This is an optimization exercise on Yosys and OpenROAD, whose aim is small area, a short achievable clock period and few clock cycles, not a production implementation.
Function was checked by simulation only, so behaviour that the tests miss may differ from the original.
Power is estimated from default activity; no workload was simulated.

==> flow/design.v (excerpt) <==
module passende_enc (
    input  wire        clk,
    input  wire        rst,             
    input  wire [6:0]  cfg_dpg,
    input  wire [1:0]  cfg_round,       
    input  wire [5:0]  cfg_mask_len,
    input  wire [62:0] cfg_mask,
    input  wire        cmd_valid,
    output wire        cmd_ready,
    input  wire [7:0]  cmd,
    input  wire [31:0] op_min,
    input  wire [31:0] op_max,
    input  wire [31:0] op_val,
    input  wire [31:0] op_n,
    output wire        rsp_valid,
    input  wire        rsp_ready,
    output wire [1:0]  rsp_kind,
    output wire [31:0] rsp_cnt,
    output wire        out_valid,
    input  wire        out_ready,
    output wire [7:0]  out_char
);
export LEC_CHECK = 0
export CAP_MARGIN = 20
export CORE_MARGIN = 2
export CORE_UTILIZATION = 25
export PLACE_DENSITY = 0.5
export SETUP_SLACK_MARGIN = 5
export SLEW_MARGIN = 20
export TNS_END_PERCENT = 0
create_clock -name core_clock -period 10.0 [get_ports {clk}]
standard.sh (not shown) runs the stock make flow with config.mk's settings and CLKGATE_MAP_FILE= SYNTH_SCRIPT=/design/flow/synth_recipe.tcl, a recipe that flattens the netlist after the stock synthesis.
==> flow/flow/run.sh <==
#!/bin/bash
set -euo pipefail
bash standard.sh SETUP_SLACK_MARGIN=5.5 finish > standard_flow.log 2>&1
Testbench counts at the start, summed over its fixed seeds: cycles 16,110.
Change:
--- a/flow/config.mk
+++ b/flow/config.mk
@@ -10,2 +10,4 @@
 export CORE_UTILIZATION = 25
+export CTS_CLUSTER_DIAMETER = 80
+export CTS_CLUSTER_SIZE = 30
 export PLACE_DENSITY = 0.5
@@ -13,2 +15,2 @@
 export SLEW_MARGIN = 20
-export TNS_END_PERCENT = 0
+export TNS_END_PERCENT = 5
Outcome: The new run ran to the end with no violations. Global-route usage rises by 0.12 points. Wire length rises by 1.5%. Register-to-register slack gets better by 0.12 ns. Total power falls by 3.2%. Setup slack gets better by 0.18 ns. Hold slack hardly moves. Sequential power stays flat. Cell area rises by 0.94%. Synthesized cell count does not change.


Another version of the RTL of passende_enc (not shown whole).
Size: roughly 270 flip-flops, about 260 I/O pins, roughly 0.026 mm^2 of cells after synthesis.
Design passende_enc, start of the top module:
module passende_enc (
    input  wire        clk,
    input  wire        rst,             
    input  wire [6:0]  cfg_dpg,
    input  wire [1:0]  cfg_round,       
    input  wire [5:0]  cfg_mask_len,
    input  wire [62:0] cfg_mask,
    input  wire        cmd_valid,
    output wire        cmd_ready,
    input  wire [7:0]  cmd,
    input  wire [31:0] op_min,
    input  wire [31:0] op_max,
    input  wire [31:0] op_val,
    input  wire [31:0] op_n,
    output wire        rsp_valid,
    input  wire        rsp_ready,
    output wire [1:0]  rsp_kind,
    output wire [31:0] rsp_cnt,
    output wire        out_valid,
    input  wire        out_ready,
    output wire [7:0]  out_char
);
    localparam [31:0] POLY = 32'hEDB88320;
    localparam [3:0] S_IDLE = 4'b0001;    
    localparam [3:0] S_PREP = 4'b0010;    
    localparam [3:0] S_RUN  = 4'b0100;    
    localparam [3:0] S_RSP  = 4'b1000;    
    localparam [1:0] M_DATA  = 2'd0;
  ...
export LEC_CHECK = 0
export CAP_MARGIN = 0
export CORE_MARGIN = 2
export CORE_UTILIZATION = 25
export PLACE_DENSITY = 0.5
export SETUP_SLACK_MARGIN = 5
export SLEW_MARGIN = 0
export TNS_END_PERCENT = 5
create_clock -name core_clock -period 10.0 [get_ports {clk}]
Scripts as last shown in full above: flow/flow/run.sh
The starting point ran to the end with no violations.
Testbench counts at the start, summed over its fixed seeds: cycles 16,110.
==> next run, changes <==
==> flow/flow/run.sh (replaced) <==
#!/bin/bash
set -euo pipefail
bash standard.sh SETUP_SLACK_MARGIN=5.75 finish > standard_flow.log 2>&1
Settings changed: CAP_MARGIN 0 to 20, SLEW_MARGIN 0 to 20.
After rerunning: Via count rises by 0.77%. Non-clock buffer count increases by 54. Synthesized area stays the same. Core utilization rose by 1.0 points. Clock skew falls by 13 ps. Die area stays the same. Setup slack improves by 76 ps. Sequential power hardly moves.

what the ideal ports hide:
In the flow no input, the clock included, has a driving cell. The finished layouts below were timed again as built, in two steps.
Step 1 (the two cells are an assumption about what drives the block):
set clk [get_ports {clk}]
set_driving_cell -lib_cell sky130_fd_sc_hd__clkbuf_16 $clk
set_driving_cell -lib_cell sky130_fd_sc_hd__buf_2 [delete_from_list [all_inputs] $clk]
Step 2, shift: input delay + t, output delay - t, t = (earliest + latest rising clock arrival at the registers) / 2. This alone moves slack from input paths to output paths.
a / b / c = no drivers / after step 1 / after step 2; a / b = the first two.
run	t (ns)	setup slack, ns	latest minus earliest clock arrival (ns)	cell pins on the clock port's net
the first run of note 1	0.625	5.376 / 5.410 / 4.785	0.024 / 0.024	1
the second run of note 1	0.669	5.559 / 5.534 / 4.865	0.035 / 0.035	1
the first run of note 2	0.660	5.398 / 5.420 / 4.760	0.029 / 0.028	1
the second run of note 2	0.645	5.475 / 5.457 / 4.811	0.015 / 0.015	1
After both steps every run listed still meets setup and hold. The setup slack of the second run of note 1, which loses most, moves by -0.025 ns with the drivers and by -0.694 ns with both steps.
